Source: an optimization exercise on an open RTL-to-GDS flow (aim: small area, a short achievable clock period and few clock cycles per item). Production flows keep margins and buffers that such runs may drop. At most, simulation tests tie the RTL to the original design; equivalence was not proved. Function not checked in run 1: the RTL went through the layout flow alone.

$ cat flow/standard.sh
#!/bin/bash
# synth_recipe.tcl (not shown) runs the flow's synth.tcl, then flattens the netlist and writes it again
# the make line also repeats each setting of config.mk as NAME=value (left out here)
make -C /OpenROAD-flow-scripts/flow DESIGN_CONFIG=/design/flow/config.mk WORK_HOME=/design/flow/orfs CLKGATE_MAP_FILE= SYNTH_SCRIPT=/design/flow/synth_recipe.tcl "${@:-finish}"
$ cat flow/flow/run.sh
#!/bin/bash
# Layout flow: the standard ORFS flow (standard.sh) with two changes:
#  - synthesis maps the logic with flow/abc.script (ABC area-oriented
#    mapping, no up-sizing or buffering at synthesis) instead of ORFS's
#    abc_speed.script; the synthesis passes, flattening and renaming are
#    synth_recipe.tcl's, unchanged;
#  - the port buffers that global placement inserts on every input and
#    output are sky130_fd_sc_hd__buf_1 instead of the default cell.
# Floorplan, power grid, placement, CTS and routing are the standard ones.
set -euo pipefail
W=$(pwd)
{
  echo 'proc abc {args} {'
  echo '  set i [lsearch -exact $args -script]'
  echo "  if {\$i >= 0} { lset args [expr {\$i + 1}] $W/flow/abc.script }"
  echo '  yosys abc {*}$args'
  echo '}'
  cat "$W/synth_recipe.tcl"
} > "$W/own_synth.tcl"
sed -e "s#SYNTH_SCRIPT=[^ ]*#SYNTH_SCRIPT=$W/own_synth.tcl 'BUFFER_PORTS_ARGS=-buffer_cell sky130_fd_sc_hd__buf_1'#" \
    "$W/standard.sh" > "$W/own_standard.sh"
grep -q "SYNTH_SCRIPT=$W/own_synth.tcl" "$W/own_standard.sh"
bash "$W/own_standard.sh" > "$W/orfs_make.log" 2>&1
$ cat flow/constraint.sdc
create_clock -name core_clock -period 8.0 [get_ports {clk}]
set_input_delay 1.6000 -clock core_clock [delete_from_list [all_inputs] [get_ports {clk}]]
set_output_delay 1.6000 -clock core_clock [all_outputs]
set_load 0.01 [all_outputs]
$ cat flow/design.v
module aes_sbox_a (
    input  wire [7:0]  a,
    output wire [17:0] m
);
    wire U0 = a[7], U1 = a[6], U2 = a[5], U3 = a[4], U4 = a[3], U5 = a[2], U6 = a[1], U7 = a[0];
    wire T1, T2, T3, T4, T5, T6, T7, T8, T9, T10, T11, T12, T13, T14, T15, T16, T17, T18, T19, T20, T21, T22, T23, T24, T25, T26, T27, M1, M2, M3, M4, M5, M6, M7, M8, M9, M10, M11, M12, M13, M14, M15, M16, M17, M18, M19, M20, M21, M22, M23, M24, M25, M26, M27, M28, M29, M30, M31, M32, M33, M34, M35, M36, M37, M38, M39, M40, M41, M42, M43, M44, M45, M46, M47, M48, M49, M50, M51, M52, M53, M54, M55, M56, M57, M58, M59, M60, M61, M62, M63;
    assign T1 = U0 ^ U3;
    assign T2 = U0 ^ U5;
    assign T3 = U0 ^ U6;
    assign T4 = U3 ^ U5;
    assign T5 = U4 ^ U6;
    assign T6 = T1 ^ T5;
    assign T7 = U1 ^ U2;
    assign T8 = U7 ^ T6;
    assign T9 = U7 ^ T7;
    assign T10 = T6 ^ T7;
    assign T11 = U1 ^ U5;
    assign T12 = U2 ^ U5;
    assign T13 = T3 ^ T4;
    assign T14 = T6 ^ T11;
    assign T15 = T5 ^ T11;
    assign T16 = T5 ^ T12;
    assign T17 = T9 ^ T16;
    assign T18 = U3 ^ U7;
    assign T19 = T7 ^ T18;
    assign T20 = T1 ^ T19;
    assign T21 = U6 ^ U7;
    assign T22 = T7 ^ T21;
    assign T23 = T2 ^ T22;
    assign T24 = T2 ^ T10;
    assign T25 = T20 ^ T17;
    assign T26 = T3 ^ T16;
    assign T27 = T1 ^ T12;
    assign M1 = T13 & T6;
    assign M2 = T23 & T8;
    assign M3 = T14 ^ M1;
    assign M4 = T19 & U7;
    assign M5 = M4 ^ M1;
    assign M6 = T3 & T16;
    assign M7 = T22 & T9;
    assign M8 = T26 ^ M6;
    assign M9 = T20 & T17;
    assign M10 = M9 ^ M6;
    assign M11 = T1 & T15;
    assign M12 = T4 & T27;
    assign M13 = M12 ^ M11;
    assign M14 = T2 & T10;
    assign M15 = M14 ^ M11;
    assign M16 = M3 ^ M2;
    assign M17 = M5 ^ T24;
    assign M18 = M8 ^ M7;
    assign M19 = M10 ^ M15;
    assign M20 = M16 ^ M13;
    assign M21 = M17 ^ M15;
    assign M22 = M18 ^ M13;
    assign M23 = M19 ^ T25;
    assign M24 = M22 ^ M23;
    assign M25 = M22 & M20;
    assign M26 = M21 ^ M25;
    assign M27 = M20 ^ M21;
    assign M28 = M23 ^ M25;
    assign M29 = M28 & M27;
    assign M30 = M26 & M24;
    assign M31 = M20 & M23;
    assign M32 = M27 & M31;
    assign M33 = M27 ^ M25;
    assign M34 = M21 & M22;
    assign M35 = M24 & M34;
    assign M36 = M24 ^ M25;
    assign M37 = M21 ^ M29;
    assign M38 = M32 ^ M33;
    assign M39 = M23 ^ M30;
    assign M40 = M35 ^ M36;
    assign M41 = M38 ^ M40;
    assign M42 = M37 ^ M39;
    assign M43 = M37 ^ M38;
    assign M44 = M39 ^ M40;
    assign M45 = M42 ^ M41;
    assign M46 = M44 & T6;
    assign M47 = M40 & T8;
    assign M48 = M39 & U7;
    assign M49 = M43 & T16;
    assign M50 = M38 & T9;
    assign M51 = M37 & T17;
    assign M52 = M42 & T15;
    assign M53 = M45 & T27;
    assign M54 = M41 & T10;
    assign M55 = M44 & T13;
    assign M56 = M40 & T23;
    assign M57 = M39 & T19;
    assign M58 = M43 & T3;
    assign M59 = M38 & T22;
    assign M60 = M37 & T20;
    assign M61 = M42 & T1;
    assign M62 = M45 & T4;
    assign M63 = M41 & T2;
    assign m = {M46, M47, M48, M49, M50, M51, M52, M53, M54, M55, M56, M57, M58, M59, M60, M61, M62, M63};
endmodule
module aes_sbox_b (
    input  wire [17:0] m,
    output wire [7:0]  y
);
    wire M46, M47, M48, M49, M50, M51, M52, M53, M54, M55, M56, M57, M58, M59, M60, M61, M62, M63;
    assign {M46, M47, M48, M49, M50, M51, M52, M53, M54, M55, M56, M57, M58, M59, M60, M61, M62, M63} = m;
    wire L0, L1, L2, L3, L4, L5, L6, L7, L8, L9, L10, L11, L12, L13, L14, L15, L16, L17, L18, L19, L20, L21, L22, L23, L24, L25, L26, L27, L28, L29, S0, S1, S2, S3, S4, S5, S6, S7;
    assign L0 = M61 ^ M62;
    assign L1 = M50 ^ M56;
    assign L2 = M46 ^ M48;
    assign L3 = M47 ^ M55;
    assign L4 = M54 ^ M58;
    assign L5 = M49 ^ M61;
    assign L6 = M62 ^ L5;
    assign L7 = M46 ^ L3;
    assign L8 = M51 ^ M59;
    assign L9 = M52 ^ M53;
    assign L10 = M53 ^ L4;
    assign L11 = M60 ^ L2;
    assign L12 = M48 ^ M51;
    assign L13 = M50 ^ L0;
    assign L14 = M52 ^ M61;
    assign L15 = M55 ^ L1;
    assign L16 = M56 ^ L0;
    assign L17 = M57 ^ L1;
    assign L18 = M58 ^ L8;
    assign L19 = M63 ^ L4;
    assign L20 = L0 ^ L1;
    assign L21 = L1 ^ L7;
    assign L22 = L3 ^ L12;
    assign L23 = L18 ^ L2;
    assign L24 = L15 ^ L9;
    assign L25 = L6 ^ L10;
    assign L26 = L7 ^ L9;
    assign L27 = L8 ^ L10;
    assign L28 = L11 ^ L14;
    assign L29 = L11 ^ L17;
    assign S0 = L6 ^ L24;
    assign S1 = ~(L16 ^ L26);
    assign S2 = ~(L19 ^ L28);
    assign S3 = L6 ^ L21;
    assign S4 = L20 ^ L22;
    assign S5 = L25 ^ L29;
    assign S6 = ~(L13 ^ L27);
    assign S7 = ~(L6 ^ L23);
    assign y = {S0, S1, S2, S3, S4, S5, S6, S7};
endmodule
module aes_sbox (
    input  wire [7:0] a,
    output wire [7:0] y
);
    wire [17:0] m;
    aes_sbox_a u_a (.a(a), .m(m));
    aes_sbox_b u_b (.m(m), .y(y));
endmodule
module aes_round_a (
    input  wire [127:0] state_in,
    output wire [287:0] m
);
    genvar i;
    generate
        for (i = 0; i < 16; i = i + 1) begin : g_sub
            aes_sbox_a u_sa (.a(state_in[127-8*i -: 8]), .m(m[287-18*i -: 18]));
        end
    endgenerate
endmodule
module aes_round_b (
    input  wire [287:0] m,
    output wire [127:0] shifted,
    output wire [127:0] mixed
);
    wire [127:0] sub;
    genvar i, r, c;
    generate
        for (i = 0; i < 16; i = i + 1) begin : g_sub
            aes_sbox_b u_sb (.m(m[287-18*i -: 18]), .y(sub[127-8*i -: 8]));
        end
        for (r = 0; r < 4; r = r + 1) begin : g_row
            for (c = 0; c < 4; c = c + 1) begin : g_col
                assign shifted[127-8*(r+4*c) -: 8] = sub[127-8*(r+4*((c+r)%4)) -: 8];
            end
        end
        for (c = 0; c < 4; c = c + 1) begin : g_mix
            wire [7:0] a0 = shifted[127-8*(4*c+0) -: 8];
            wire [7:0] a1 = shifted[127-8*(4*c+1) -: 8];
            wire [7:0] a2 = shifted[127-8*(4*c+2) -: 8];
            wire [7:0] a3 = shifted[127-8*(4*c+3) -: 8];
            wire [7:0] d0 = a0 ^ a1;
            wire [7:0] d1 = a1 ^ a2;
            wire [7:0] d2 = a2 ^ a3;
            wire [7:0] d3 = a3 ^ a0;
            wire [7:0] t  = d0 ^ d2;
            wire [7:0] x0 = {d0[6:0], 1'b0} ^ (d0[7] ? 8'h1b : 8'h00);
            wire [7:0] x1 = {d1[6:0], 1'b0} ^ (d1[7] ? 8'h1b : 8'h00);
            wire [7:0] x2 = {d2[6:0], 1'b0} ^ (d2[7] ? 8'h1b : 8'h00);
            wire [7:0] x3 = {d3[6:0], 1'b0} ^ (d3[7] ? 8'h1b : 8'h00);
            assign mixed[127-8*(4*c+0) -: 8] = (a0 ^ t) ^ x0;
            assign mixed[127-8*(4*c+1) -: 8] = (a1 ^ t) ^ x1;
            assign mixed[127-8*(4*c+2) -: 8] = (a2 ^ t) ^ x2;
            assign mixed[127-8*(4*c+3) -: 8] = (a3 ^ t) ^ x3;
        end
    endgenerate
endmodule
module aes_key_step_a (
    input  wire [31:0]  w3,
    output wire [71:0]  km
);
    wire [31:0] rot = {w3[23:0], w3[31:24]};
    aes_sbox_a u_s0 (.a(rot[31:24]), .m(km[71:54]));
    aes_sbox_a u_s1 (.a(rot[23:16]), .m(km[53:36]));
    aes_sbox_a u_s2 (.a(rot[15:8]),  .m(km[35:18]));
    aes_sbox_a u_s3 (.a(rot[7:0]),   .m(km[17:0]));
endmodule
module aes_key_step_b (
    input  wire [127:0] key_in,
    input  wire [71:0]  km,
    input  wire [7:0]   rcon,
    output wire [127:0] key_out
);
    wire [31:0] p0 = key_in[127:96];
    wire [31:0] p1 = key_in[95:64];
    wire [31:0] p2 = key_in[63:32];
    wire [31:0] w3 = key_in[31:0];
    wire [31:0] subw;
    aes_sbox_b u_s0 (.m(km[71:54]), .y(subw[31:24]));
    aes_sbox_b u_s1 (.m(km[53:36]), .y(subw[23:16]));
    aes_sbox_b u_s2 (.m(km[35:18]), .y(subw[15:8]));
    aes_sbox_b u_s3 (.m(km[17:0]),  .y(subw[7:0]));
    wire [31:0] t   = subw ^ {rcon, 24'h000000};
    wire [31:0] q01 = p0 ^ p1;
    assign key_out = {p0 ^ t, q01, (q01 ^ p2) ^ t, (p2 ^ w3) ^ t};
endmodule
module crc_data (
    input  wire [15:0] data,
    output wire [15:0] d1,
    output wire [15:0] d2
);
    function [15:0] step(input [15:0] c, input [7:0] d);
        integer b;
        begin
            step = c ^ {d, 8'h00};
            for (b = 0; b < 8; b = b + 1)
                step = {step[14:0], 1'b0} ^ (step[15] ? 16'h3d65 : 16'h0000);
        end
    endfunction
    assign d1 = step(16'h0000, data[15:8]);
    assign d2 = step(step(16'h0000, data[15:8]), data[7:0]);
endmodule
module crc_word (
    input  wire [15:0] crc_in,
    input  wire [15:0] d1,
    input  wire [15:0] d2,
    input  wire [1:0]  n,
    output wire [15:0] crc_out
);
    function [15:0] step(input [15:0] c, input [7:0] d);
        integer b;
        begin
            step = c ^ {d, 8'h00};
            for (b = 0; b < 8; b = b + 1)
                step = {step[14:0], 1'b0} ^ (step[15] ? 16'h3d65 : 16'h0000);
        end
    endfunction
    wire [15:0] one = step(crc_in, 8'h00) ^ d1;
    wire [15:0] two = step(step(crc_in, 8'h00), 8'h00) ^ d2;
    assign crc_out = n[1] ? two : (n[0] ? one : crc_in);
endmodule
module wmbus_ctr_decrypt (
    input  wire         clk,
    input  wire         rst,
    input  wire         start,
    input  wire [127:0] key,
    input  wire [111:0] iv,
    input  wire [7:0]   len,
    output wire         idle,
    input  wire         in_valid,
    input  wire [127:0] in_data,
    output wire         in_ready,
    output reg          out_valid,
    output reg  [127:0] out_data,
    output reg          done,
    output reg          crc_ok,
    output wire [15:0]  crc_calc,
    output reg  [15:0]  crc_exp
);
    reg         act;         
    reg  [1:0]  su;          
    reg         fp;          
    reg  [4:0]  j;           
    reg         run;         
    reg  [3:0]  nb;          
    reg  [3:0]  idx_a;       
    reg  [3:0]  idx_b;       
    reg         vb;          
    reg  [3:0]  base;        
    reg  [7:0]  len_r;
    reg  [127:0] st;         
    reg  [287:0] sm;         
    reg  [127:0] rk;         
    reg  [71:0]  km;         
    reg  [127:0] k2;         
    reg  [127:0] c1;         
    reg  [7:0]  sb;          
    reg  [17:0] im;          
    reg  [127:0] crc_buf;
    reg  [15:0] crc_r;
    reg  [7:0]  rem;         
    reg         first;       
    reg  [15:0] cd1;         
    reg  [15:0] cd2;         
    reg         fa;          
    reg         fb;          
    reg         rdy;         
    reg         fin;         
    reg         c_load;      
    reg         c_load_a;    
    reg         c_load_b;    
    reg         c_kstep;     
    reg         c_krest;     
    reg         c_k2;        
    reg         c_c1;        
    wire start_ok = start & idle;
    wire running  = act & (su == 2'd0);
    wire j0       = (j == 5'd0);
    wire j17      = (j == 5'd17);
    wire take = rdy & in_valid;
    assign idle     = ~act | done;
    assign in_ready = rdy;
    wire [3:0] last_blk = len_r[7:4] - {3'b000, (len_r[3:0] == 4'd0)};
    wire [1:0] su_n  = start_ok ? 2'd1 : ((su != 2'd0) ? su + 2'd1 : 2'd0);
    wire [4:0] j_n   = (su == 2'd3 || j17) ? 5'd0 : j + 5'd1;
    wire       fp_n  = (su == 2'd3) ? 1'b1 : (j0 ? 1'b0 : fp);
    wire       act_n = ~rst & (start_ok | (act & ~done));
    wire       run_n = act_n & (su_n == 2'd0);
    wire       j0_n  = (j_n == 5'd0);
    wire [7:0] rcon = (su == 2'd2)  ? 8'h01 :
                      (j == 5'd0)   ? 8'h02 :
                      (j == 5'd2)   ? 8'h04 :
                      (j == 5'd4)   ? 8'h08 :
                      (j == 5'd6)   ? 8'h10 :
                      (j == 5'd8)   ? 8'h20 :
                      (j == 5'd10)  ? 8'h40 :
                      (j == 5'd12)  ? 8'h80 :
                      (j == 5'd14)  ? 8'h1b :
                      (j == 5'd16)  ? 8'h36 : 8'h00;
    wire [71:0]  km_next;
    wire [127:0] next_key;
    aes_key_step_a u_key_a (.w3(rk[31:0]), .km(km_next));
    aes_key_step_b u_key_b (.key_in(rk), .km(km), .rcon(rcon), .key_out(next_key));
    wire [127:0] rkw = {rk[127:96], rk[127:96] ^ rk[95:64],
                        rk[95:64] ^ rk[63:32], rk[31:0]};
    wire [7:0] k0_15 = k2[7:0] ^ k2[103:96] ^ k2[71:64];
    wire [287:0] sm_next;
    wire [127:0] shifted, mixed;
    aes_round_a u_round_a (.state_in(st), .m(sm_next));
    aes_round_b u_round_b (.m(sm), .shifted(shifted), .mixed(mixed));
    wire [127:0] round_out = mixed ^ rkw;
    wire [17:0] im_next;
    wire [7:0]  s15;
    aes_sbox_a u_inj_a (.a(sb), .m(im_next));
    aes_sbox_b u_inj_b (.m(im), .y(s15));
    wire [7:0]  s15x2    = {s15[6:0], 1'b0} ^ (s15[7] ? 8'h1b : 8'h00);
    wire [31:0] inj      = {s15, s15, s15x2 ^ s15, s15x2};
    wire [31:0] inj_sel = (c_load_a | c_load_b) ? inj : 32'h0;
    wire [127:0] pt_raw = shifted ^ rkw ^ in_data;
    wire [127:0] pt;
    genvar g;
    generate
        for (g = 0; g < 16; g = g + 1) begin : g_mask
            wire keep = (nb != last_blk) || (len_r[3:0] == 4'd0) || (len_r[3:0] > g);
            assign pt[127-8*g -: 8] = keep ? pt_raw[127-8*g -: 8] : 8'h00;
        end
    endgenerate
    wire        crc_on = running & ((fa & (j >= 5'd1) & (j <= 5'd8)) |
                                    (fb & (j >= 5'd9) & (j <= 5'd16)));
    wire [1:0]  crc_n  = (!crc_on || first) ? 2'd0 :
                         (rem >= 8'd2) ? 2'd2 : {1'b0, rem[0]};
    wire [15:0] chunk_n = c_load_b ? out_data[127:112] : crc_buf[111:96];
    wire [15:0] cd1_n, cd2_n;
    crc_data u_crcd (.data(chunk_n), .d1(cd1_n), .d2(cd2_n));
    wire [15:0] crc_next;
    crc_word u_crc (
        .crc_in  (crc_r),
        .d1      (cd1),
        .d2      (cd2),
        .n       (crc_n),
        .crc_out (crc_next)
    );
    wire [7:0] rem_dec  = (rem >= 8'd2) ? rem - 8'd2 : 8'd0;
    wire [7:0] rem_next = crc_on ? rem_dec : rem;
    wire [15:0] exp_next = (crc_on & first) ? {crc_buf[119:112], crc_buf[127:120]} : crc_exp;
    assign crc_calc = ~crc_r;
    always @(posedge clk) begin
        sm <= sm_next;
        km <= km_next;
        im <= im_next;
        if (c_load)
            st <= {c1[127:96] ^ inj_sel, c1[95:0]};
        else
            st <= round_out;
        if (start_ok)
            rk <= {key[127:96], key[127:96] ^ key[95:64],
                   key[127:96] ^ key[95:64] ^ key[63:32], key[31:0]};
        else if (c_kstep)
            rk <= next_key;
        else if (c_krest)
            rk <= k2;
        if (c_k2)
            k2 <= next_key;
        if (start_ok)
            c1 <= {iv, 16'h0000} ^ key;
        else if (c_c1)
            c1 <= mixed ^ (rkw ^ {inj, 96'h0});
        if (start_ok)
            sb <= key[7:0];
        else if (su == 2'd2)
            sb <= sb ^ 8'h01;
        else if (running & (j == 5'd15))
            sb <= k0_15 ^ {4'h0, (idx_a == nb) ? idx_a + 4'd2 : nb};
        else if (running & (j == 5'd16))
            sb <= k0_15 ^ {4'h0, base + 4'd1};
        if (running & (j == 5'd15))
            base <= (idx_a == nb) ? idx_a + 4'd2 : nb;
        if (start_ok)
            idx_a <= 4'd0;
        else if (c_load_a)
            idx_a <= base;
        if (c_load_b)
            idx_b <= idx_a + 4'd1;
        if (take)
            out_data <= pt;
        else
            out_data <= {out_data[111:0], 16'h0000};
        if (c_load_b)
            crc_buf <= out_data;
        else
            crc_buf <= {crc_buf[111:0], out_data[127:112]};
        crc_ok <= (len_r[7:1] != 7'd0) && (~crc_r == crc_exp);
        cd1 <= cd1_n;
        cd2 <= cd2_n;
        if (crc_on) begin
            crc_r <= crc_next;
            rem   <= rem_dec;
            crc_exp <= exp_next;
            first   <= 1'b0;
        end
        if (start_ok) begin
            su    <= 2'd1;
            len_r <= len;
            rem   <= len;
            first <= 1'b1;
            crc_r <= 16'h0000;
            crc_exp <= 16'h0000;
            nb    <= 4'd0;
        end else begin
            if (su != 2'd0)
                su <= su + 2'd1;
            if (take)
                nb <= nb + 4'd1;
        end
        c_load_a <= run_n & (j_n == 5'd17);
        c_load_b <= run_n & j0_n;
        c_load   <= (run_n & ((j_n == 5'd17) | j0_n)) | (su_n == 2'd1);
        c_kstep  <= (su_n == 2'd2) | (run_n & ~j_n[0] & (~j0_n | fp_n));
        c_krest  <= run_n & j0_n & ~fp_n;
        c_k2     <= run_n & j0_n & fp_n;
        c_c1     <= (su_n == 2'd3);
        if (su == 2'd3 || j17)
            j <= 5'd0;
        else
            j <= j + 5'd1;
        if (su == 2'd3)
            fp <= 1'b1;
        else if (j0)
            fp <= 1'b0;
        if (j17)
            fa <= take;
        if (j0)
            fb <= take;
        if (rst) begin
            act       <= 1'b0;
            run       <= 1'b0;
            vb        <= 1'b0;
            fa        <= 1'b0;
            fb        <= 1'b0;
            out_valid <= 1'b0;
            fin       <= 1'b0;
            done      <= 1'b0;
            rdy       <= 1'b0;
        end else begin
            out_valid <= take;
            if (start_ok)
                rdy <= 1'b0;
            else if (running & (j == 5'd16))
                rdy <= run & (idx_a == nb);
            else if (running & j17)
                rdy <= vb & run & ~(take & (nb == last_blk)) &
                       (take ? (idx_b == nb + 4'd1) : (idx_b == nb));
            else
                rdy <= 1'b0;
            fin       <= act & ~fin & ~done & ~start_ok & running & ~run & (rem_next == 8'd0);
            done      <= fin;
            if (start_ok) begin
                act <= 1'b1;
                run <= (len != 8'd0);
                vb  <= 1'b0;
                fa  <= 1'b0;
                fb  <= 1'b0;
            end else begin
                if (done)
                    act <= 1'b0;
                if (take && nb == last_blk)
                    run <= 1'b0;
                if (c_load_b)
                    vb <= 1'b1;
            end
        end
    end
endmodule
$ cat flow/config.mk
export PLATFORM = sky130hd
export DESIGN_NAME = wmbus_ctr_decrypt
export DESIGN_NICKNAME = wmbus_ctr_decrypt
export VERILOG_FILES = /design/flow/design.v
export SDC_FILE = /design/flow/constraint.sdc
export NUM_CORES = 4
export LEC_CHECK = 0
export CAP_MARGIN = 20
export CORE_MARGIN = 2
export CORE_UTILIZATION = 50
export CTS_BUF_LIST = sky130_fd_sc_hd__clkbuf_8
export CTS_CLUSTER_SIZE = 12
export PLACE_DENSITY = 0.65
export SETUP_SLACK_MARGIN = 4.5
export SLEW_MARGIN = 20
$ cat flow/flow/abc.script
strash
&get -n
&st
&dch
&nf -R 30
&put
==> notes.md, run 1 <==
post-route ant nets - 0
CP Data Required Time - 8850 ps
Compound-Gate Fraction of Synth Area - 7.44%
Clk Latency, worst-skew pair - 980 ps
mux share of post-synthesis cell area - 2.87%
RD Place Congestion - 1.01
ys flop type - dfxtp_1
Mapped Cells - 6939
post-synthesis xor/xnor area fraction - 38.3%
top cell type's share of synthesized area - 26.8%
WS Path Type - reg -> reg
I/O Buffers - 544
Syn Area/Cell - 10.2 um2
DRT Pass-1 Iters - 6
Fin Setup TNS - 0 ps
library cells used by synthesis - 52
Mapped Nets - 7376
Worst Skew - 64.7 ps
sequential area share after synthesis - 42.0%
io pins - 545
DRC viols - 0
Max Fclk - 0.270 GHz
Area Growth Syn to Fin - 21.8%
max_cap viols - 0
Tightest Hold Check Type - reg -> reg
met1 Usage GRT - 48.8%
Worst slew margin - 13.8%
Post-layout nets - 8438
outcome - no timing/DRC/antenna violations
slowest stage delay, CP - 450 ps
top area cells in the synthesized netlist - xnor2_1 (27%), dfxtp_1 (25%), edfxtp_1 (17%)
CP Capture Type - flop
largest family of logic cells by synthesized area - XOR/XNOR gates
GRT Total Usage - 37.1%
initial drt markers - 6337
most frequent cell after synthesis - xnor2_1
startpoint types - flop
CTS Sinks - 1276
Post-Route WL - 279000 um
via density per instance - 5.54
Die Wd - 380 um
CTS tree - yes
DIE HEIGHT - 380 um
final setup margin - 4300 ps
routing usage on met2 - 57.0%
adder-cell share of the synthesized area - 1.01%
Place WS - 3240 ps
largest net degree at the start of global routing - 139
Final Hold Fails - 0
count of flip-flops with a built-in enable after synthesis - 408
core box area - 140000 um2
Vias - 55800
CP most frequent cell - xnor2_1
FP Rows - 137
Crit Path Max Fanout - 7
M3 GR Usage - 8.54%
Slew Limit Fails - 0
first-pass GRT wire length - 384000 um
root buffer cell - clkbuf_8
worst path bufs/invs - 3
Synth Register Bits - 1276
Total Die Area - 144000 um2
initial antenna violation count - 29
H-tree depth - 4
hold buffer count at CTS - 0
slowest CP cell - dfxtp_4
Tightest Pin Transition - 1280 ps
Post-Synth Simple-Gate Area - 7.63%
CP top delay family - XOR/XNOR gates
Synth warnings - 3
global route hottest layer - met2
area leader, netlist - xnor2_1
crit-path cells - buf_16 -> mux2i_4 -> xnor2_4 -> xor2_4 -> buf_6 -> xor2_4 -> xnor2_2 -> xnor2_2 -> xor2_1 -> xnor2_1 -> xnor2_1 -> xor2_2 -> buf_4 -> xor2_2 -> xnor2_1
vias in the first global route - 53300
ys async rst share - 0%
RSZ-0062 raised after global routing - yes
Initial Util - 50.5%
clk buf depth - 3
TritonCTS Buffers - 216
Tmin final - 3700 ps
Post-Syn Area - 70600 um2
CTS clk-pin slew, worst paths - 70 ps
Setup violations, final - 0
Worst EP arrival - 4550 ps
Wirelength per Cell - 27.7 um
Post-synth top cells - xnor2_1 (2164), xor2_1 (910), dfxtp_1 (868)
final-layout fill cell count - 12000
fraction of layout cells with a size suffix above 1 - 13.5%
Post-DP HPWL - 218000 um
Tcrit/Tclk final - 46.2%
total congestion overflow - 0
-- metal layers --
metal  vias up  routed length [um]
li1      25100                   -
met1     27100              109000
met2      3094              123000
met3       595               29800
met4        14               16600
met5         -                  93
-- final cells by class --
class	count	area, um2	area share (%)
diodes	10	25.0	0.0291
clock buffers	264	3630	4.22
clock inverters	145	938	1.09
inverters	155	609	0.708
multi-input cells	5507	44300	51.5
flip-flops and latches	1276	29700	34.5
well taps	1876	2350	2.73
repair buffers	845	4470	5.20
-- kinds of logic (layout without fill, tap and decap cells) --
family / after synthesis / count (layout)
multiplexers: 183 / 183
adder cells (fa/ha/maj): 57 / 57
other: 0 / 10
flip-flops: 1276 / 1276
AO/OA/AOI/OAI: 868 / 868
buffers and inverters: 156 / 1409
XOR/XNOR: 3079 / 3079
AND/OR/NAND/NOR: 1320 / 1320
-- flip-flops by register name, summed over array words and instances, names as in the netlist, 18 cells and up --
name / count
c1: 128
out_data: 128
st: 128
k2: 128
km: 72
rk: 128
crc_buf: 128
im: 18
sm: 288
-- final timing paths --
path	cells after the start	end	slack, ps	from
worst max-delay path	15	cd2[9]	4300	c_load_b
worst min-delay path	1	crc_buf[50]	430	crc_buf[34]
worst max register to register	15	cd2[9]	4300	c_load_b
worst min register to register	1	crc_buf[50]	430	crc_buf[34]
-- worst reg2reg max path, delay by kind of cell (launching register included) --
family / cells / cell delay (ps)
XOR/XNOR: 11 / 2240
buffers and inverters: 3 / 510
multiplexers: 1 / 350
flip-flops: 1 / 450
-- placed cells by master, fill, tap and decap left out, types with 10 or more instances in the layout --
master and n:
and3_1 12, buf_1 542, xor2_1 829, nor2_1 743, clkinv_1 152, dfxtp_1 824, clkbuf_8 264, clkinv_2 35
dfxtp_2 36, mux2i_1 16, inv_1 84, xnor2_1 1874, a21oi_1 225, o21ai_1 35, a221o_1 23, and2_0 39
xnor2_4 47, a22oi_1 35, a22o_1 57, nand3_1 32, xor2_4 22, o221a_1 19, edfxtp_1 408, nor3_1 11
nand2b_1 23, nor2b_1 32, xnor2_2 243, bufinv_16 10, o21ai_0 320, mux2_1 153, o211a_1 25, a211oi_1 16
xor2_2 59, ha_1 57, buf_4 286, diode_2 10, o22ai_1 49, nand2_1 374
-- per-stage QoR --
| step | std cells | area [um2] | hold slack (ps) | utilization, % |
|---|---|---|---|---|
| 6_report | 10100 | 86000 | 429 | 61.5 |
| 5_1_grt | 10100 | 86000 | 422 | 61.5 |
| 4_1_cts | 9953 | 83200 | 425 | 59.5 |
| 3_5_place_dp | 9446 | 76100 | 418 | 54.4 |
| 3_3_place_gp | 9446 | 76100 | 414 | 54.4 |
| 2_1_floorplan | 6939 | 71000 | 410 | - |
-- repair_timing --
action	4_1_cts	5_1_grt
pin swaps	45	96
buffers inserted	96	115
gates cloned	2	0
endpoints found under the setup margin	466	367
resized for setup	261	282
==> run 2: changes to the inputs <==
--- a/flow/design.v
+++ b/flow/design.v
@@ -311,3 +311,2 @@
     reg         rdy;         
-    reg         fin;         
     reg         c_load;      
@@ -435,3 +434,3 @@
             crc_buf <= {crc_buf[111:0], out_data[127:112]};
-        crc_ok <= (len_r[7:1] != 7'd0) && (~crc_r == crc_exp);
+        crc_ok <= (len_r[7:1] != 7'd0) && (~crc_next == exp_next);
         cd1 <= cd1_n;
@@ -484,3 +483,2 @@
             out_valid <= 1'b0;
-            fin       <= 1'b0;
             done      <= 1'b0;
@@ -498,4 +496,3 @@
                 rdy <= 1'b0;
-            fin       <= act & ~fin & ~done & ~start_ok & running & ~run & (rem_next == 8'd0);
-            done      <= fin;
+            done      <= act & ~done & ~start_ok & running & ~run & (rem_next == 8'd0);
             if (start_ok) begin
--- a/flow/config.mk
+++ b/flow/config.mk
@@ -7,3 +7,3 @@
 export LEC_CHECK = 0
-export CAP_MARGIN = 20
+export CAP_MARGIN = 5
 export CORE_MARGIN = 2
@@ -14,2 +14,2 @@
 export SETUP_SLACK_MARGIN = 4.5
-export SLEW_MARGIN = 20
+export SLEW_MARGIN = 5
==> run 2 against run 1 <==
Net effect: fmax barely moved; setup slack worse by 1.1 ps; synthesized cell count barely moved; flip-flop and latch count fell by 1; global-route usage grew 0.39 points; synthesized area is 0.27% higher; final cell count rose by 0.75%; non-clock buffer count grew 66; cell area up 1.7%; core utilization up 0.54 points; via count is 0.48% higher; wire length increased by 1.3%.
==> notes.md, run 2 <==
library cells used by synthesis - 49
H-tree depth - 4
sequential area share after synthesis - 41.8%
clk buf depth - 3
Syn Area/Cell - 10.2 um2
DP Cell Count - 9464
Worst slew margin - 10.3%
Tightest Pin Transition - 1340 ps
max_cap viols - 0
Die Wd - 380 um
CTS clk-pin slew, worst paths - 60 ps
worst reg2reg path depth - 17
vias in the first global route - 54000
Crit Path Max Fanout - 4
Slew Limit Fails - 0
RSZ-0062 raised after global routing - yes
Post-Syn Area - 70800 um2
max FFs per register - 288
adder-cell share of the synthesized area - 1.01%
Synth Register Bits - 1275
CP most frequent cell - buf_4
I/O Buffers - 544
Tightest Hold Check Type - reg -> reg
Final Hold Fails - 0
DRT Pass-1 Iters - 5
slowest stage delay, CP - 340 ps
Post-layout nets - 8504
most frequent cell after synthesis - xnor2_1
top area cells in the synthesized netlist - xnor2_1 (27%), dfxtp_1 (25%), edfxtp_1 (17%)
GRT Total Usage - 37.5%
largest family of logic cells by synthesized area - XOR/XNOR gates
Area Growth Syn to Fin - 23.6%
area leader, netlist - xnor2_1
WS Path Type - reg -> reg
Setup violations, final - 0
Clk Latency, worst-skew pair - 1020 ps
hold path depth - 2
Max Fclk - 0.270 GHz
Fin Setup TNS - 0 ps
Post-Synth Simple-Gate Area - 8.21%
most frequent cells in the layout - xnor2_1 (1833), xor2_1 (811), dfxtp_1 (810)
DRC viols - 0
CTS tree - yes
RR Startpoint - crc_r[11]
FP Rows - 138
post-synthesis xor/xnor area fraction - 38.5%
first-pass GRT wire length - 387000 um
Tcrit/Tclk final - 46.2%
Compound-Gate Fraction of Synth Area - 6.96%
hold endpoint - st[12]
hold path startpoint - c1[12]
initial drt markers - 6404
Crit. Startpoint - crc_r[11]
commonest non-fill, non-tap cell in the layout - xnor2_1
Place WS - 2950 ps
Synth warnings - 3
core box area - 141000 um2
total congestion overflow - 0
ys flop type - dfxtp_1
final cell count without fillers - 10200
crit-path cells - buf_4 -> xor2_4 -> xnor3_2 -> buf_4 -> xnor2_2 -> xnor2_2 -> xor2_2 -> xnor2_2 -> buf_4 -> xor2_4 -> buf_4 -> buf_4 -> xnor2_1 -> o21ai_0 -> xor2_1 -> nand4_1 -> nor4_1
Vias - 56100
CTS Sinks - 1275
Post-DP HPWL - 220000 um
Wirelength per Cell - 27.8 um
slowest CP cell - dfxtp_4
Post-Route WL - 283000 um
startpoint types - flop
Worst EP arrival - 4580 ps
Mapped Cells - 6938
root buffer cell - clkbuf_8
hold buffer count at CTS - 0
initial antenna violation count - 26
fraction of layout cells with a size suffix above 1 - 15.4%
RD Place Congestion - 1.02
Total Die Area - 145000 um2
top cell type's share of synthesized area - 26.6%
count of flip-flops with a built-in enable after synthesis - 408
Initial Util - 50.2%
reg2reg setup slack - 4300 ps
TritonCTS Buffers - 215
Crit Reg-Reg Endpoint - crc_ok
Post-synth top cells - xnor2_1 (2151), xor2_1 (929), dfxtp_1 (867)
largest net degree at the start of global routing - 189
via density per instance - 5.53
Tmin final - 3700 ps
mux share of post-synthesis cell area - 2.80%
Worst Skew - 70.9 ps
ys async rst share - 0%
Mapped Nets - 7375
io pins - 545
post-route ant nets - 0
CP Capture Type - flop
final setup margin - 4300 ps
Largest Register - sm
DIE HEIGHT - 380 um
CP Data Required Time - 8880 ps
outcome - no timing/DRC/antenna violations
==> run 2: cell type report <==
cell class / instances / area, um2
antenna: 8 / 20.0
fill: 11900 / 53600
timing repair inverter: 1 / 11.3
multi-input combinational: 5532 / 45300
clock buffer: 264 / 3630
inverter: 131 / 520
sequential: 1275 / 29700
timing repair buffer: 911 / 4990
tap: 1890 / 2360
clock inverter: 142 / 923
==> run 2: worst max path at each step <==
stage	endpoint	slack [ps]	cells after the start
2_1_floorplan	cd2[13]	3440	12
3_3_place_gp	rk[104]	3030	7
3_5_place_dp	rk[104]	2950	7
4_1_cts	crc_ok	4210	14
5_1_grt	crc_ok	4090	12
6_report	crc_ok	4300	17
==> run 2: kinds of logic (layout without fill, tap and decap cells) <==
logic type	after synthesis	count (layout)
muxes	180	180
other	0	8
xor gates and xnor gates	3093	3093
buffers and inverters	132	1449
DFF	1275	1275
adders and majority gates	57	57
AOI/OAI and AO/OA	823	823
and+or+nand+nor	1378	1379
==> run 2: critical path: cells and delay by family (launching register included) <==
family	cells	cell delay, ps
flops	1	340
buf+inv	5	800
xor+xnor	9	1810
simple gates	2	310
compound gates	1	330
==> run 2: per-stage QoR <==
step           cell area (um2)  hold slack (ps)  util, %
4_1_cts                  83900              420     59.5
2_1_floorplan            71200              410        -
6_report                 87500              423     62.0
3_5_place_dp             76400              420     54.2
5_1_grt                  87500              439     62.0
3_3_place_gp             76400              415     54.2
==> run 2: timing repair <==
action,4_1_cts,5_1_grt
pin swaps,55,113
buffers inserted,141,133
cloned,1,1
gates resized for setup,282,386
setup endpoints to repair,471,448
==> run 2: per-layer routing <==
layer  GRT usage (%)  vias to the layer above  part of all wire [%]
met5               0                        -                 0.025
met4            22.4                       12                   6.9
met3            10.3                      646                    12
met2            56.2                     3299                    43
met1            48.3                    27000                    38
li1                -                    25100                     -
Testbench counts of run 2, summed over its fixed seeds: cycles 28,964, blocks 2,579.
==> run 3: changes to the inputs <==
--- a/flow/config.mk
+++ b/flow/config.mk
@@ -7,3 +7,3 @@
 export LEC_CHECK = 0
-export CAP_MARGIN = 5
+export CAP_MARGIN = 20
 export CORE_MARGIN = 2
@@ -14,2 +14,2 @@
 export SETUP_SLACK_MARGIN = 4.5
-export SLEW_MARGIN = 5
+export SLEW_MARGIN = 20
==> run 3 against run 2 <==
Net effect: synthesized area stayed put; die area stayed put; critical path type unchanged; register-to-register slack worse by 50 ps; flip-flop and latch count stayed put.
==> notes.md, run 3 <==
outcome - no timing/DRC/antenna violations
DRC viols - 0
max FFs per register - 288
Vias - 56000
Tightest Hold Check Type - reg -> reg
Tcrit/Tclk final - 46.9%
root buffer cell - clkbuf_8
total congestion overflow - 0
Tmin final - 3750 ps
WHS - 430 ps
CP Capture Type - flop
H-tree depth - 4
Post-synth top cells - xnor2_1 (2151), xor2_1 (929), dfxtp_1 (867)
CTS tree - yes
slowest CP cell - xnor3_2
fin area - 87000 um2
Worst EP arrival - 4610 ps
CP Data Required Time - 8860 ps
Max Fclk - 0.267 GHz
Synth warnings - 3
Largest Register - sm
max_cap viols - 0
Mapped Cells - 6938
worst reg2reg path depth - 18
RD Place Congestion - 1.02
Final Hold Fails - 0
crit-path cells - xnor3_2 -> buf_6 -> xnor2_4 -> xor2_4 -> buf_12 -> xor2_4 -> buf_4 -> xor2_4 -> xnor2_4 -> xor2_4 -> buf_6 -> buf_4 -> a21oi_1 -> o21ai_0 -> nand2_1 -> a22oi_1 -> o2111ai_1 -> nor4_1
count of flip-flops with a built-in enable after synthesis - 408
clk buf depth - 3
top cell type's share of synthesized area - 26.6%
Mapped Nets - 7375
fin util - 61.7%
Worst slew margin - 11.9%
Crit Path Max Fanout - 3
Setup violations, final - 0
top layer used by detailed routing - met5
DRT Pass-1 Iters - 6
Fin Setup TNS - 0 ps
Syn Area/Cell - 10.2 um2
WS Path Type - reg -> reg
RSZ-0062 raised after global routing - yes
most frequent cell after synthesis - xnor2_1
Area Growth Syn to Fin - 22.9%
RR Startpoint - crc_r[15]
initial drt markers - 6512
M1 WL - 108000 um
ys flop type - dfxtp_1
FP Rows - 138
largest net degree at the start of global routing - 189
Post-layout nets - 8481
Initial Util - 50.2%
Crit Reg-Reg Endpoint - crc_ok
post-route ant nets - 0
commonest non-fill, non-tap cell in the layout - xnor2_1
I/O Buffers - 544
CP most frequent cell - xor2_4
Post-Syn Area - 70800 um2
Critical Path End - crc_ok
DR WL met2 - 121000 um
fraction of layout cells with a size suffix above 1 - 14.5%
ys async rst share - 0%
Clk Latency, worst-skew pair - 990 ps
Post-DP HPWL - 219000 um
most frequent cells in the layout - xnor2_1 (1857), dfxtp_1 (814), xor2_1 (811)
Place WS - 2950 ps
CTS clk-pin slew, worst paths - 60 ps
CTS Sinks - 1275
Total Die Area - 145000 um2
slowest stage delay, CP - 420 ps
library cells used by synthesis - 49
startpoint types - flop
Crit. Startpoint - crc_r[15]
metal3 WL - 32700 um
reg2reg setup slack - 4250 ps
worst path bufs/invs - 5
CP top delay family - XOR/XNOR gates
GRT Total Usage - 37.4%
DIE HEIGHT - 380 um
sequential area share after synthesis - 41.8%
final setup margin - 4250 ps
vias in the first global route - 53800
io pins - 545
area leader, netlist - xnor2_1
DP Area - 76400 um2
Worst Skew - 53.0 ps
via density per instance - 5.53
Die Wd - 380 um
Post-Route WL - 282000 um
top area cells in the synthesized netlist - xnor2_1 (27%), dfxtp_1 (25%), edfxtp_1 (17%)
Tightest Pin Transition - 1310 ps
Synth Register Bits - 1275
initial antenna violation count - 28
Worst path depth - 18
core box area - 141000 um2
first-pass GRT wire length - 387000 um
Wirelength per Cell - 27.9 um
TritonCTS Buffers - 213
Slew Limit Fails - 0
-- run 3: worst min-delay path by stage --
stage,startpoint,to,depth (start not counted)
after detailed placement,crc_buf[3],crc_buf[19],1
after CTS,crc_buf[3],crc_buf[19],1
after global routing,crc_buf[52],crc_buf[68],1
after floorplan,crc_buf[84],crc_buf[100],1
after global placement,crc_buf[49],crc_buf[65],1
final,crc_buf[53],crc_buf[69],1
-- run 3: worst register-to-register path, cell delays in order, from the launching register on --
cell and delay (ps):
dfxtp_4 340, xnor3_2 420, buf_6 150, xnor2_4 260
xor2_4 220, buf_12 140, xor2_4 160, buf_4 160
xor2_4 220, xnor2_4 200, xor2_4 250, buf_6 150
buf_4 110, a21oi_1 50, o21ai_0 110, nand2_1 140
a22oi_1 240, o2111ai_1 140, nor4_1 180
-- run 3: repair_timing --
action	4_1_cts	5_1_grt
pin swaps	67	97
gates cloned	1	1
endpoints found under the setup margin	451	408
gates resized for setup	274	352
buffers inserted	147	106
hold buffers	0	0
-- run 3: metal layers --
metal	vias to the layer above	track usage, %
li1	25100	-
met1	27100	48.5
met2	3201	55.6
met3	659	10.1
met4	4	22.8
met5	-	0
-- run 3: final cells by class --
cell class                 instances  area [um2]
timing repair inverter             1        11.3
inverter                         131         523
sequential                      1275       29700
timing repair buffer             890        4760
tap                             1890        2360
clock inverter                   143        1010
fill                           12000       54100
clock buffer                     257        3540
multi-input combinational       5532       45100
antenna                            2        5.00
-- run 3: cells by family after synthesis --
logic type / Yosys count / share of synthesized area, %
xor gates and xnor gates: 3093 / 38.5
DFF: 1275 / 41.8
AOI/OAI and AO/OA: 823 / 6.96
and+or+nand+nor: 1378 / 8.21
adders and majority gates: 57 / 1.01
muxes: 180 / 2.80
buffers and inverters: 132 / 0.700
-- run 3: per-stage QoR --
stage,std cells
global route,10100
finish,10100
floorplan,6938
CTS,10000
detailed placement,9464
global placement,9464
==> run 4: changes to the inputs <==
--- a/flow/config.mk
+++ b/flow/config.mk
@@ -13,3 +13,3 @@
 export PLACE_DENSITY = 0.65
-export SETUP_SLACK_MARGIN = 4.5
+export SETUP_SLACK_MARGIN = 4
 export SLEW_MARGIN = 20
==> run 4 against run 3 <==
Net effect: still clean on timing, DRC and antenna; sequential share of layout area is 1.8 points higher; die area did not move; clock skew rose by 1.1 ps; setup slack lost 260 ps; via count decreased by 2.0%; core utilization fell by 3.2 points; count of clock-buffer cells in the layout is 15 higher; final cell count decreased by 1.6%; register-to-register slack worse by 260 ps; critical path type unchanged.
==> notes.md, run 4 <==
outcome - no timing/DRC/antenna violations
worst reg2reg path depth - 14
Setup violations, final - 0
initial antenna violation count - 35
Post-layout nets - 8299
DP Cell Count - 9462
ys async rst share - 0%
Tightest Hold Check Type - reg -> reg
vias in the first global route - 52700
M3 GR Usage - 8.40%
DRC viols - 0
routing usage on met2 - 55.3%
most frequent cell after synthesis - xnor2_1
root buffer cell - clkbuf_8
RSZ-0062 raised after global routing - yes
reg2reg setup slack - 3990 ps
first-pass GRT wire length - 383000 um
hold path startpoint - crc_buf[77]
max FFs per register - 288
RR Startpoint - crc_r[13]
Die Wd - 380 um
Post-Syn Area - 70800 um2
sequential area share after synthesis - 41.8%
GRT Total Usage - 37.2%
Fin Setup TNS - 0 ps
Final Hold Fails - 0
CP Data Required Time - 8830 ps
Synth Register Bits - 1275
Clk Latency, worst-skew pair - 960 ps
I/O Buffers - 544
Post-synth top cells - xnor2_1 (2151), xor2_1 (929), dfxtp_1 (867)
top area cells in the synthesized netlist - xnor2_1 (27%), dfxtp_1 (25%), edfxtp_1 (17%)
hold endpoint - crc_buf[93]
final cell count without fillers - 9955
ys flop type - dfxtp_1
hold path depth - 1
FP Rows - 138
Area Growth Syn to Fin - 16.5%
Worst EP arrival - 4840 ps
final-layout fill cell count - 12500
total congestion overflow - 0
Largest Register - sm
Crit Path Max Fanout - 7
largest net degree at the start of global routing - 140
Vias - 54900
post-route ant nets - 0
DRT Pass-1 Iters - 6
Total Die Area - 145000 um2
top cell type's share of synthesized area - 26.6%
CTS tree - yes
Tcrit/Tclk final - 50.1%
met1 Usage GRT - 49.0%
max_cap viols - 0
CTS Sinks - 1275
Worst Skew - 54.0 ps
Max Fclk - 0.249 GHz
CP Capture Type - flop
count of flip-flops with a built-in enable after synthesis - 408
clk buf depth - 3
area leader, netlist - xnor2_1
commonest non-fill, non-tap cell in the layout - xnor2_1
Wirelength per Cell - 27.7 um
Crit Reg-Reg Endpoint - crc_ok
via density per instance - 5.51
initial drt markers - 6579
H-tree depth - 4
Post-Route WL - 276000 um
Initial Util - 50.2%
WS Path Type - reg -> reg
RD Place Congestion - 1.01
Post-DP HPWL - 219000 um
library cells used by synthesis - 49
fraction of layout cells with a size suffix above 1 - 7.95%
CTS clk-pin slew, worst paths - 60 ps
DIE HEIGHT - 380 um
Worst slew margin - 12.5%
Syn Area/Cell - 10.2 um2
Mapped Nets - 7375
startpoint types - flop
most frequent cells in the layout - xnor2_1 (2066), xor2_1 (901), dfxtp_1 (858)
TritonCTS Buffers - 213
Tightest Pin Transition - 1310 ps
Synth warnings - 3
core box area - 141000 um2
Mapped Cells - 6938
io pins - 545
Slew Limit Fails - 0
Tmin final - 4010 ps
global route hottest layer - met2
run 4: cell counts after synthesis:
No cell type changed its count.
run 4: per-layer routing:
layer,up-vias,wire length (um),part of all wire (%)
met4,6,19300,7.0
met2,3117,118000,43
li1,24700,-,-
met5,-,41,0.015
met3,610,28700,10
met1,26400,110000,40
run 4: how the worst max path moves through the flow:
| stage | start | end |
|---|---|---|
| finish | crc_r[13] | crc_ok |
| global route | crc_r[15] | crc_ok |
| CTS | crc_r[11] | crc_ok |
| detailed placement | crc_r[12] | crc_ok |
| global placement | c_load_b | cd2[13] |
| floorplan | c_load_b | cd2[13] |
run 4: cells by family after synthesis:
family | synth area share (%)
buffers and inverters | 0.700
AOI/OAI and AO/OA | 6.96
and+or+nand+nor | 8.21
muxes | 2.80
adders and majority gates | 1.01
xor gates and xnor gates | 38.5
DFF | 41.8
run 4: final cells by class:
class / instances / area [um2] / area share [%]
diodes: 11 / 27.5 / 0.0334
clock buffers: 272 / 3740 / 4.54
clock inverters: 135 / 1030 / 1.25
inverters: 131 / 518 / 0.628
multi-input cells: 5531 / 41800 / 50.7
flip-flops and latches: 1275 / 29600 / 35.9
well taps: 1890 / 2360 / 2.87
repair buffers: 710 / 3370 / 4.09
run 4: timing repair:
action / CTS / global route
hold buffers: 0 / 0
hold endpoints to repair: 0 / 0
pin swaps: 7 / 10
buffers inserted: 24 / 51
endpoints found under the setup margin: 82 / 179
gates resized for setup: 33 / 93
run 4: worst max-delay path, stage by stage (launching register included):
cell and delay [ps]:
dfxtp_1 510, xor2_4 380, xnor2_4 230, xnor3_2 610, xnor2_2 210, xnor2_1 260, xnor2_2 160, buf_4 170
xor2_1 180, xnor2_1 140, o21ai_1 100, xnor2_1 160, a2111oi_1 320, nand4_1 150, nor4_1 300
run 4: metrics by stage:
stage / utilization [%] / instance area (um2) / hold slack [ps] / worst slack [ps]
2_1_floorplan: - / 71100 / 410 / 3440
3_3_place_gp: 54.1 / 76300 / 414 / 3430
3_5_place_dp: 54.1 / 76300 / 416 / 3300
4_1_cts: 57.8 / 81500 / 427 / 3820
5_1_grt: 58.5 / 82500 / 435 / 3820
6_report: 58.5 / 82500 / 429 / 3990
==> run 5: changes to the inputs <==
--- a/flow/config.mk
+++ b/flow/config.mk
@@ -9,7 +9,7 @@
 export CORE_MARGIN = 2
-export CORE_UTILIZATION = 50
+export CORE_UTILIZATION = 40
 export CTS_BUF_LIST = sky130_fd_sc_hd__clkbuf_8
 export CTS_CLUSTER_SIZE = 12
-export PLACE_DENSITY = 0.65
-export SETUP_SLACK_MARGIN = 4
+export PLACE_DENSITY = 0.55
+export SETUP_SLACK_MARGIN = 4.5
 export SLEW_MARGIN = 20
==> run 5 against run 4 <==
Net effect: clock skew is 20 ps higher; critical path type unchanged; synthesized cell count stayed put.
==> notes.md, run 5 <==
post-route ant nets - 0
initial drt markers - 5278
Setup violations, final - 0
Die Wd - 425 um
Fin Setup TNS - 0 ps
startpoint types - flop
library cells used by synthesis - 49
Post-layout nets - 8507
top area cells in the synthesized netlist - xnor2_1 (27%), dfxtp_1 (25%), edfxtp_1 (17%)
Mapped Cells - 6938
Post-Route WL - 296000 um
WHS - 415 ps
CP Capture Type - flop
Place WS - 3130 ps
most frequent cells in the layout - xnor2_1 (1809), dfxtp_1 (819), xor2_1 (813)
clk buf depth - 3
largest net degree at the start of global routing - 176
outcome - no timing/DRC/antenna violations
CTS Sinks - 1275
DIE HEIGHT - 425 um
final setup margin - 4260 ps
CP Data Required Time - 8880 ps
final cell count without fillers - 10600
initial antenna violation count - 18
vias in the first global route - 52900
Worst Skew - 74.5 ps
Synth warnings - 3
sequential area share after synthesis - 41.8%
DP Area - 77100 um2
area leader, netlist - xnor2_1
count of flip-flops with a built-in enable after synthesis - 408
Post-Syn Area - 70800 um2
CTS clk-pin slew, worst paths - 60 ps
fraction of layout cells with a size suffix above 1 - 15.8%
Final Hold Fails - 0
DRC viols - 0
Initial Util - 40.2%
Tmin final - 3740 ps
Max Fclk - 0.267 GHz
root buffer cell - clkbuf_8
commonest non-fill, non-tap cell in the layout - xnor2_1
GRT Total Usage - 31.6%
fin util - 50.3%
top cell type's share of synthesized area - 26.6%
CTS tree - yes
Area Growth Syn to Fin - 25.2%
Slew Limit Fails - 0
Crit Path Max Fanout - 4
first-pass GRT wire length - 400000 um
Tcrit/Tclk final - 46.8%
RSZ-0062 raised after global routing - yes
TritonCTS Buffers - 216
RD Place Congestion - 1.02
fin area - 88600 um2
Total Die Area - 180000 um2
Syn Area/Cell - 10.2 um2
Post-synth top cells - xnor2_1 (2151), xor2_1 (929), dfxtp_1 (867)
slowest CP cell - xnor3_2
max FFs per register - 288
WS Path Type - reg -> reg
via density per instance - 5.18
Post-DP HPWL - 234000 um
I/O Buffers - 544
Tightest Pin Transition - 1280 ps
Vias - 55000
H-tree depth - 4
most frequent cell after synthesis - xnor2_1
ys flop type - dfxtp_1
Mapped Nets - 7375
Worst slew margin - 14.4%
CP most frequent cell - xnor2_1
slowest stage delay, CP - 510 ps
FP Rows - 154
Tightest Hold Check Type - reg -> reg
crit-path cells - xnor3_2 -> xnor3_2 -> xor2_2 -> xor3_2 -> xnor2_4 -> xnor2_4 -> buf_4 -> xnor2_1 -> xnor2_1 -> xnor2_1 -> xnor2_1 -> a22oi_2 -> xor2_1 -> nor4_2
Worst EP arrival - 4620 ps
Clk Latency, worst-skew pair - 1000 ps
ys async rst share - 0%
core box area - 176000 um2
io pins - 545
Synth Register Bits - 1275
max_cap viols - 0
Largest Register - sm
DP Cell Count - 9931
DRT Pass-1 Iters - 6
total congestion overflow - 0
Wirelength per Cell - 27.9 um
[run 5: final timing paths]
check                           depth (start not counted)         from     endpoint  slack [ps]
worst max-delay path                                   14    crc_r[14]       crc_ok        4260
worst min-delay path                                    1  crc_buf[67]  crc_buf[83]         420
worst max register to register                         14    crc_r[14]       crc_ok        4260
worst min register to register                          1  crc_buf[67]  crc_buf[83]         420
[run 5: routing by layer]
| metal | track usage (%) | share of wire (%) | vias up |
|---|---|---|---|
| li1 | - | - | 25100 |
| met1 | 38.4 | 39 | 26800 |
| met2 | 50.4 | 46 | 2371 |
| met3 | 5.34 | 6.8 | 619 |
| met4 | 23.6 | 9.0 | 8 |
| met5 | 0 | 0.016 | - |
[run 5: logic make-up (layout without fill, tap and decap cells)]
family          count (synthesis)  after routing  synth area share [%]
fa+ha+maj                      57             57                  1.01
simple gates                 1378           1379                  8.21
mux                           180            180                  2.80
other cells                     0             11                     0
buf+inv                       132           1450                 0.700
compound gates                823            823                  6.96
xor+xnor                     3093           3093                  38.5
flops                        1275           1275                  41.8
[run 5: repair_timing]
| action | in CTS | in global routing |
|---|---|---|
| resized for setup | 280 | 418 |
| hold buffers | 0 | 0 |
| setup endpoints to repair | 381 | 496 |
| pin swaps | 46 | 114 |
| gates cloned | 1 | 2 |
| setup buffers | 120 | 138 |
[run 5: worst max-delay path: cells and delay by family (launching register included)]
kind	cells	cell delay, ps
xor gates and xnor gates	11	2780
AOI/OAI and AO/OA	1	130
DFF	1	370
buffers and inverters	1	170
and+or+nand+nor	1	240
[run 5: cell type report]
class,count,area (um2)
fill,16300,87500
multi-input combinational,5532,45600
sequential,1275,29700
timing repair buffer,914,5130
clock buffer,270,3720
tap,2340,2930
clock inverter,135,993
inverter,131,520
antenna,11,27.5

## what the ideal ports hide
How much do the figures lean on ideal ports? The routed layouts below were timed once more, with nothing changed but the port constraints.
Step 1 assumes that a clkbuf_16 drives the clock port and a buf_2 every other input.
Step 2 times the ports against the registers' clock, not the clock port: input delays grow and output delays shrink by t, the midpoint of the rising clock arrivals with the driver on.
Slacks: ideal ports / drivers / drivers and shift; pairs: ideal ports / drivers.
| run | t (ns) | setup slack, ns | clock arrival spread, ns | worst slew at a driven data input, ns |
|---|---|---|---|---|
| run 1 | 1.038 | 4.302 / 4.302 / 3.521 | 0.072 / 0.072 | 0.17 |
| run 2 | 1.077 | 4.301 / 4.301 / 3.493 | 0.076 / 0.076 | 0.17 |
| run 3 | 1.048 | 4.252 / 4.252 / 3.596 | 0.062 / 0.062 | 0.17 |
| run 4 | 1.023 | 3.992 / 3.992 / 3.633 | 0.056 / 0.056 | 0.19 |
| run 5 | 1.048 | 4.258 / 4.258 / 3.599 | 0.077 / 0.077 | 0.15 |
After both steps setup and hold are still met in every run listed. The setup slack of run 2, which loses most, moves by 0.000 ns with the drivers and by -0.808 ns with both steps.
